Source: an optimization exercise on an open RTL-to-GDS flow (aim: a short achievable clock period and few clock cycles). Production flows keep margins and buffers that such runs may drop. In this exercise RTL edits were held to simulation tests only and were not proved equivalent to the original.

==> inputs of run a <==
Design cpusim_core, start of the top module:
module cpusim_core (
    input  wire        clk,
    input  wire        rst,         
    output wire [15:0] mem_addr,
    output wire        mem_re,
    output wire        mem_we,
    output wire [15:0] mem_wdata,
    input  wire [15:0] mem_rdata
);
Settings: LEC_CHECK=0, ABC_AREA=1, CAP_MARGIN=20, CORE_MARGIN=2, CORE_UTILIZATION=40, SETUP_SLACK_MARGIN=4.5, SLEW_MARGIN=20, SYNTH_HIERARCHICAL=1; clock period 7.0 ns.
run.sh (not shown) runs the stock make flow with config.mk's settings and CLKGATE_MAP_FILE= SYNTH_SCRIPT=/design/flow/synth_recipe.tcl, a recipe that flattens the netlist after the stock synthesis.
==> run b (differences from run a) <==
--- a/flow/design.v
+++ b/flow/design.v
@@ -9,14 +9,12 @@
     input  wire        copy,    
     input  wire        jx,      
     input  wire        pt,      
     input  wire        fetch,   
     input  wire        f_st,    
     input  wire        rd_q,    
-    input  wire        xv,      
-    input  wire        erd,     
     output wire [15:0] out,
     output wire        rd,      
     output wire        v_n,     
     output wire        we_n     
 );
     wire [15:0] o = g | p;      
@@ -60,15 +58,15 @@
     wire z_and0 = ~|g[14:0];
     wire z_and1 = &g[14:0];
     wire is_zero = f ? (no ? z_add1 : z_add0) : (no ? z_and1 : z_and0);
     wire n_match = f ? (g4[14] ~^ e15) : nm_and;
     wire cond = (is_zero ~^ c1) & n_match;
     wire taken = copy | cond;
-    assign rd   = jx & ~xv & (taken ^ pt);
-    assign v_n  = fetch & ~rd & ~rd_q & ~erd;
-    assign we_n = f_st & ~rd & ~rd_q & ~erd;
+    assign rd   = jx & (taken ^ pt);
+    assign v_n  = fetch & ~rd & ~rd_q;
+    assign we_n = f_st & ~rd & ~rd_q;
 endmodule
 module cpusim_core (
     input  wire        clk,
     input  wire        rst,         
     output wire [15:0] mem_addr,
     output wire        mem_re,
@@ -100,13 +98,12 @@
     reg [15:0] cv;       
     reg        cv4;      
     wire [2:0] op   = ir[2:0];
     wire [2:0] dst  = ir[8:6];
     wire [2:0] src  = ir[5:3];           
     reg d_ld, d_mem, d_slow, d_stop, d_copy, d_alu, d_jx, d_j4;
-    reg d_xv, d_xt;                      
     reg [7:2] d_cp;                      
     wire e_ld   = v & d_ld;
     wire e_mem  = v & d_mem;
     wire e_slow = v & d_slow;
     wire e_stop = v & d_stop;
     wire e_copy = v & d_copy;
@@ -140,52 +137,45 @@
     wire [15:0] r4n = e_cp[4] ? copy_value : r4;
     wire [15:0] r5n = e_cp[5] ? copy_value : r5;
     wire [15:0] r6n = e_cp[6] ? copy_value : r6;
     wire [15:0] r7n = e_cp[7] ? copy_value :
                       e_slow ? {ir[10:3], r7[7:0]} :
                       e_stop ? {r7[15:8], ir[10:3]} : r7;
-    wire [15:0] raddr_n = pt ? pc : copy_value;
-    wire        erd     = v & d_jx & d_xv & (d_xt ^ pt);
     wire [15:0] naddr_n, ag_n, ap_n, cv_n;
-    wire        f_pt, f_st, e15_n, nm_n, xv_n, xt_n;
+    wire        f_pt, f_st, e15_n, nm_n;
     cpusim_fetch u_fetch (
         .f (f), .fetch (fetch),
         .q0 (fetch ? pc_n : pc),
-        .hold (rst | rd | erd),
-        .alt (rst ? 16'h0000 : rd ? (rj4 ? r4 : raddr) : erd ? raddr_n : 16'h0000),
         .r2n (r2n), .r3n (r3n), .r5n (r5n), .r6n (r6n), .r7n (r7n),
         .r4n (r4n), .cv_n (cv_n),
         .naddr_n (naddr_n), .f_pt (f_pt), .f_st (f_st), .ag_n (ag_n), .ap_n (ap_n),
-        .e15_n (e15_n), .nm_n (nm_n),
-        .zx (r2n[14:0] == 15'd0), .ox (&r2n[14:0]), .sx (r2n[15]),
-        .zy (r3n[14:0] == 15'd0), .oy (&r3n[14:0]), .sy (r3n[15]),
-        .xv_n (xv_n), .xt_n (xt_n)
+        .e15_n (e15_n), .nm_n (nm_n)
     );
     wire [15:0] alu_out;
     wire        v_n, we_n, rd_n;
     cpusim_alu u_alu (
         .g (ag), .p (ap), .f (a_f), .no (a_no),
         .c1 (ir[13]), .e15 (a_e15), .nm_and (a_nm),
         .copy (d_copy), .jx (v & d_jx),
         .pt (pt), .fetch (fetch), .f_st (f_st), .rd_q (rd),
-        .xv (d_xv), .erd (erd),
         .out (alu_out), .rd (rd_n), .v_n (v_n), .we_n (we_n)
     );
+    wire [15:0] raddr_n = pt ? pc : copy_value;
     wire        rj4_n   = ~pt & d_j4;
-    always @(posedge clk) madr <= naddr_n;
     always @(posedge clk) begin
         if (rst) begin
             pc    <= 16'h0000;
             ir    <= 16'h0000;
             v     <= 1'b0;
             r2    <= 16'h0000;
             r3    <= 16'h0000;
             r4    <= 16'h0000;
             r5    <= 16'h0000;
             r6    <= 16'h0000;
             r7    <= 16'h0000;
+            madr  <= 16'h0000;
             rd    <= 1'b0;
             raddr <= 16'h0000;
             rj4   <= 1'b0;
             we    <= 1'b0;
             pt    <= 1'b0;
             ag    <= 16'h0000;
@@ -202,23 +192,22 @@
             d_slow <= 1'b0;
             d_stop <= 1'b0;
             d_copy <= 1'b0;
             d_alu  <= 1'b0;
             d_jx   <= 1'b0;
             d_j4   <= 1'b0;
-            d_xv   <= 1'b0;
-            d_xt   <= 1'b0;
             d_cp   <= 6'd0;
         end else begin
             r7 <= r7n;
             r2 <= r2n;
             r3 <= r3n;
             r4 <= e_alu ? alu_out : r4n;
             r5 <= r5n;
             if (e_ld) r6 <= mem_rdata;
             else      r6 <= r6n;
+            madr  <= rd ? (rj4 ? r4 : raddr) : naddr_n;
             v     <= v_n;
             we    <= we_n;
             rd    <= rd_n;
             raddr <= raddr_n;
             rj4   <= rj4_n;
             if (f_st) wdata <= r7n;
@@ -238,14 +227,12 @@
                 d_stop <= (f[2:0] == OP_SETTOP);
                 d_copy <= (f[2:0] == OP_COPY);
                 d_alu  <= (f[2:0] == OP_ALU);
                 d_jx   <= ((f[2:0] == OP_COPY) & (f[8:6] == 3'd0)) |
                           ((f[2:0] == OP_ALU) & (f[5:3] != 3'd0));
                 d_j4   <= (f[2:0] == OP_ALU) & (f[5:3] == 3'd4);
-                d_xv   <= xv_n;
-                d_xt   <= xt_n;
                 d_cp   <= {(f[8:6] == 3'd7), (f[8:6] == 3'd6), (f[8:6] == 3'd5),
                            (f[8:6] == 3'd4), (f[8:6] == 3'd3), (f[8:6] == 3'd2)} &
                           {6{f[2:0] == OP_COPY}};
                 a_f   <= f[7];
                 a_no  <= f[6];
             end
@@ -253,28 +240,22 @@
     end
 endmodule
 module cpusim_fetch (
     input  wire [15:0] f,         
     input  wire        fetch,     
     input  wire [15:0] q0,        
-    input  wire        hold,      
-    input  wire [15:0] alt,
     input  wire [15:0] r2n, r3n, r5n, r6n, r7n,
     output reg  [15:0] naddr_n,
     output wire        f_pt,      
     output wire        f_st,      
     output wire [15:0] ag_n,
     output wire [15:0] ap_n,
     input  wire [15:0] r4n,       
     output reg  [15:0] cv_n,      
     output wire        e15_n,     
-    output wire        nm_n,
-    input  wire        zx, ox, sx,   
-    input  wire        zy, oy, sy,   
-    output wire        xv_n,      
-    output wire        xt_n       
+    output wire        nm_n
 );
     localparam [2:0] OP_STORE  = 3'b000;
     localparam [2:0] OP_COPY   = 3'b100;
     localparam [2:0] OP_ALU    = 3'b101;
     wire [2:0] f_op  = f[2:0];
     wire [2:0] f_src = f[5:3];
@@ -286,14 +267,14 @@
     assign f_st  = fetch & (f_op == OP_STORE);
     wire sel5 = fetch & (f_mem | ((f_copyj | f_aluj) & (f_src == 3'd5)));
     wire sel6 = fetch & (f_copyj | f_aluj) & (f_src == 3'd6);
     wire sel7 = fetch & (f_copyj | f_aluj) & (f_src == 3'd7);
     wire sel0 = ~(sel5 | sel6 | sel7);
     always @(*) begin
-        naddr_n = ({16{~hold & sel0}} & q0) | ({16{~hold & sel5}} & r5n) |
-                  ({16{~hold & sel6}} & r6n) | ({16{~hold & sel7}} & r7n) | alt;
+        naddr_n = ({16{sel0}} & q0) | ({16{sel5}} & r5n) |
+                  ({16{sel6}} & r6n) | ({16{sel7}} & r7n);
     end
     always @(*) begin
         case (f_src)
             3'd0: cv_n = q0;
             3'd1: cv_n = f;
             3'd2: cv_n = r2n;
@@ -301,28 +282,12 @@
             3'd4: cv_n = r4n;
             3'd5: cv_n = r5n;
             3'd6: cv_n = r6n;
             default: cv_n = r7n;
         endcase
     end
-    wire a_zx = f[11], a_nx = f[10], a_zy = f[9], a_ny = f[8], a_f = f[7], a_no = f[6];
-    wire x_pass = a_zy & (a_f ? ~a_ny : a_ny);    
-    wire y_pass = a_zx & (a_f ? ~a_nx : a_nx);
-    wire k_zero = ~a_f & ((a_zx & ~a_nx) | (a_zy & ~a_ny));    
-    wire use_x  = x_pass & ~a_zx;
-    wire use_y  = ~use_x & y_pass & ~a_zy;
-    wire is_k   = (x_pass | y_pass | k_zero) & ~use_x & ~use_y;
-    wire k_val  = k_zero ? a_no : x_pass ? (a_nx ^ a_no) : (a_ny ^ a_no);
-    wire pol    = use_x ? (a_nx ^ a_no) : (a_ny ^ a_no);
-    wire v_z    = use_x ? (pol ? ox : zx) : (pol ? oy : zy);
-    wire v_s    = (use_x ? sx : sy) ^ pol;
-    wire r_z    = is_k ? ~k_val : v_z;
-    wire r_s    = is_k ? k_val : v_s;
-    wire x_alu  = (f_op == OP_ALU) & (x_pass | y_pass | k_zero) & (f_src != 3'd4);
-    assign xv_n = f_copyj | x_alu;
-    assign xt_n = f_copyj | ((r_z == f[13]) & (r_s == f[12]));
     wire [15:0] ix_z = f[11] ? 16'h0000 : r2n;
     wire [15:0] iy_z = f[9]  ? 16'h0000 : r3n;
     wire [15:0] ix_n = f[10] ? ~ix_z : ix_z;
     wire [15:0] iy_n = f[8]  ? ~iy_z : iy_z;
     assign ag_n = ix_n & iy_n;
     assign ap_n = (ix_z ^ iy_z) ^ {16{f[10] ^ f[8]}};
==> run c (differences from run a) <==
--- a/flow/design.v
+++ b/flow/design.v
@@ -140,21 +140,17 @@
     wire [15:0] r4n = e_cp[4] ? copy_value : r4;
     wire [15:0] r5n = e_cp[5] ? copy_value : r5;
     wire [15:0] r6n = e_cp[6] ? copy_value : r6;
     wire [15:0] r7n = e_cp[7] ? copy_value :
                       e_slow ? {ir[10:3], r7[7:0]} :
                       e_stop ? {r7[15:8], ir[10:3]} : r7;
-    wire [15:0] raddr_n = pt ? pc : copy_value;
-    wire        erd     = v & d_jx & d_xv & (d_xt ^ pt);
     wire [15:0] naddr_n, ag_n, ap_n, cv_n;
     wire        f_pt, f_st, e15_n, nm_n, xv_n, xt_n;
     cpusim_fetch u_fetch (
         .f (f), .fetch (fetch),
         .q0 (fetch ? pc_n : pc),
-        .hold (rst | rd | erd),
-        .alt (rst ? 16'h0000 : rd ? (rj4 ? r4 : raddr) : erd ? raddr_n : 16'h0000),
         .r2n (r2n), .r3n (r3n), .r5n (r5n), .r6n (r6n), .r7n (r7n),
         .r4n (r4n), .cv_n (cv_n),
         .naddr_n (naddr_n), .f_pt (f_pt), .f_st (f_st), .ag_n (ag_n), .ap_n (ap_n),
         .e15_n (e15_n), .nm_n (nm_n),
         .zx (r2n[14:0] == 15'd0), .ox (&r2n[14:0]), .sx (r2n[15]),
         .zy (r3n[14:0] == 15'd0), .oy (&r3n[14:0]), .sy (r3n[15]),
@@ -167,25 +163,27 @@
         .c1 (ir[13]), .e15 (a_e15), .nm_and (a_nm),
         .copy (d_copy), .jx (v & d_jx),
         .pt (pt), .fetch (fetch), .f_st (f_st), .rd_q (rd),
         .xv (d_xv), .erd (erd),
         .out (alu_out), .rd (rd_n), .v_n (v_n), .we_n (we_n)
     );
+    wire [15:0] raddr_n = pt ? pc : copy_value;
+    wire        erd     = v & d_jx & d_xv & (d_xt ^ pt);
     wire        rj4_n   = ~pt & d_j4;
-    always @(posedge clk) madr <= naddr_n;
     always @(posedge clk) begin
         if (rst) begin
             pc    <= 16'h0000;
             ir    <= 16'h0000;
             v     <= 1'b0;
             r2    <= 16'h0000;
             r3    <= 16'h0000;
             r4    <= 16'h0000;
             r5    <= 16'h0000;
             r6    <= 16'h0000;
             r7    <= 16'h0000;
+            madr  <= 16'h0000;
             rd    <= 1'b0;
             raddr <= 16'h0000;
             rj4   <= 1'b0;
             we    <= 1'b0;
             pt    <= 1'b0;
             ag    <= 16'h0000;
@@ -213,12 +211,13 @@
             r2 <= r2n;
             r3 <= r3n;
             r4 <= e_alu ? alu_out : r4n;
             r5 <= r5n;
             if (e_ld) r6 <= mem_rdata;
             else      r6 <= r6n;
+            madr  <= rd ? (rj4 ? r4 : raddr) : erd ? raddr_n : naddr_n;
             v     <= v_n;
             we    <= we_n;
             rd    <= rd_n;
             raddr <= raddr_n;
             rj4   <= rj4_n;
             if (f_st) wdata <= r7n;
@@ -253,14 +252,12 @@
     end
 endmodule
 module cpusim_fetch (
     input  wire [15:0] f,         
     input  wire        fetch,     
     input  wire [15:0] q0,        
-    input  wire        hold,      
-    input  wire [15:0] alt,
     input  wire [15:0] r2n, r3n, r5n, r6n, r7n,
     output reg  [15:0] naddr_n,
     output wire        f_pt,      
     output wire        f_st,      
     output wire [15:0] ag_n,
     output wire [15:0] ap_n,
@@ -286,14 +283,14 @@
     assign f_st  = fetch & (f_op == OP_STORE);
     wire sel5 = fetch & (f_mem | ((f_copyj | f_aluj) & (f_src == 3'd5)));
     wire sel6 = fetch & (f_copyj | f_aluj) & (f_src == 3'd6);
     wire sel7 = fetch & (f_copyj | f_aluj) & (f_src == 3'd7);
     wire sel0 = ~(sel5 | sel6 | sel7);
     always @(*) begin
-        naddr_n = ({16{~hold & sel0}} & q0) | ({16{~hold & sel5}} & r5n) |
-                  ({16{~hold & sel6}} & r6n) | ({16{~hold & sel7}} & r7n) | alt;
+        naddr_n = ({16{sel0}} & q0) | ({16{sel5}} & r5n) |
+                  ({16{sel6}} & r6n) | ({16{sel7}} & r7n);
     end
     always @(*) begin
         case (f_src)
             3'd0: cv_n = q0;
             3'd1: cv_n = f;
             3'd2: cv_n = r2n;
==> notes.md <==
item	run a	run c	run b
Outcome	timing/DRC/antenna clean	timing/DRC/antenna clean	timing/DRC/antenna clean
Initial core utilization	0.4038	0.4037	0.4066
Count of antenna diodes in the layout	1	1	0
Detailed Place HPWL	40,010 um	42,440 um	40,690 um
Final clock period utilization by the worst path	0.3555	0.3727	0.3544
Type of element capturing the critical path	flip-flop	flip-flop	output pin
Count of state elements after synthesis	241	241	239
Non-filler cells, final	2,878	2,903	2,744
DRT Pass-1 Iters	6	7	5
Ratio of cells with drive above 1 in the final layout	0.1544	0.1750	0.1349
Wl on met1	25,310 um	26,430 um	25,330 um
Most numerous cell on the critical path	nand2_1	o21ai_2	-
Detail-routed net length per standard cell	20.54 um	21.01 um	20.86 um
First-pass GRT wire length	86,030 um	91,110 um	86,000 um
Testbench counts of run a, summed over its fixed seeds: cycles 38,464.
Testbench counts of run b, summed over its fixed seeds: cycles 39,350.
Testbench counts of run c, summed over its fixed seeds: cycles 38,464.

## static timing again, ports no longer ideal
The flow's constraints put no driver on any port. The routed layouts listed below were extracted and timed again, unchanged, in two steps.
Step 1 sets driving cells, clkbuf_16 on the clock port and buf_2 on the other inputs (assumed; they add their load-dependent delay and slew).
Step 2 moves the port delays by t, midway between the first and last clock arrival at a register: inputs arrive t later, outputs are due t later. That takes back most of the time a late clock gives input paths.
Slacks: ideal ports / drivers / drivers and shift; pairs: ideal ports / drivers.
run	t, ns	setup WS [ns]	hold slack, ns	latest minus earliest clock arrival (ns)	worst register clock-pin slew, ns
run a	0.613	4.512 / 4.476 / 3.883	0.446 / 0.446 / 0.446	0.012 / 0.012	0.06 / 0.06
run b	0.597	4.519 / 4.471 / 3.982	0.473 / 0.473 / 0.473	0.017 / 0.017	0.07 / 0.07
run c	0.621	4.391 / 4.395 / 3.774	0.461 / 0.461 / 0.461	0.021 / 0.021	0.06 / 0.06
After both steps every run listed still meets setup and hold. The setup slack of run a, which loses most, moves by -0.036 ns with the drivers and by -0.629 ns with both steps.
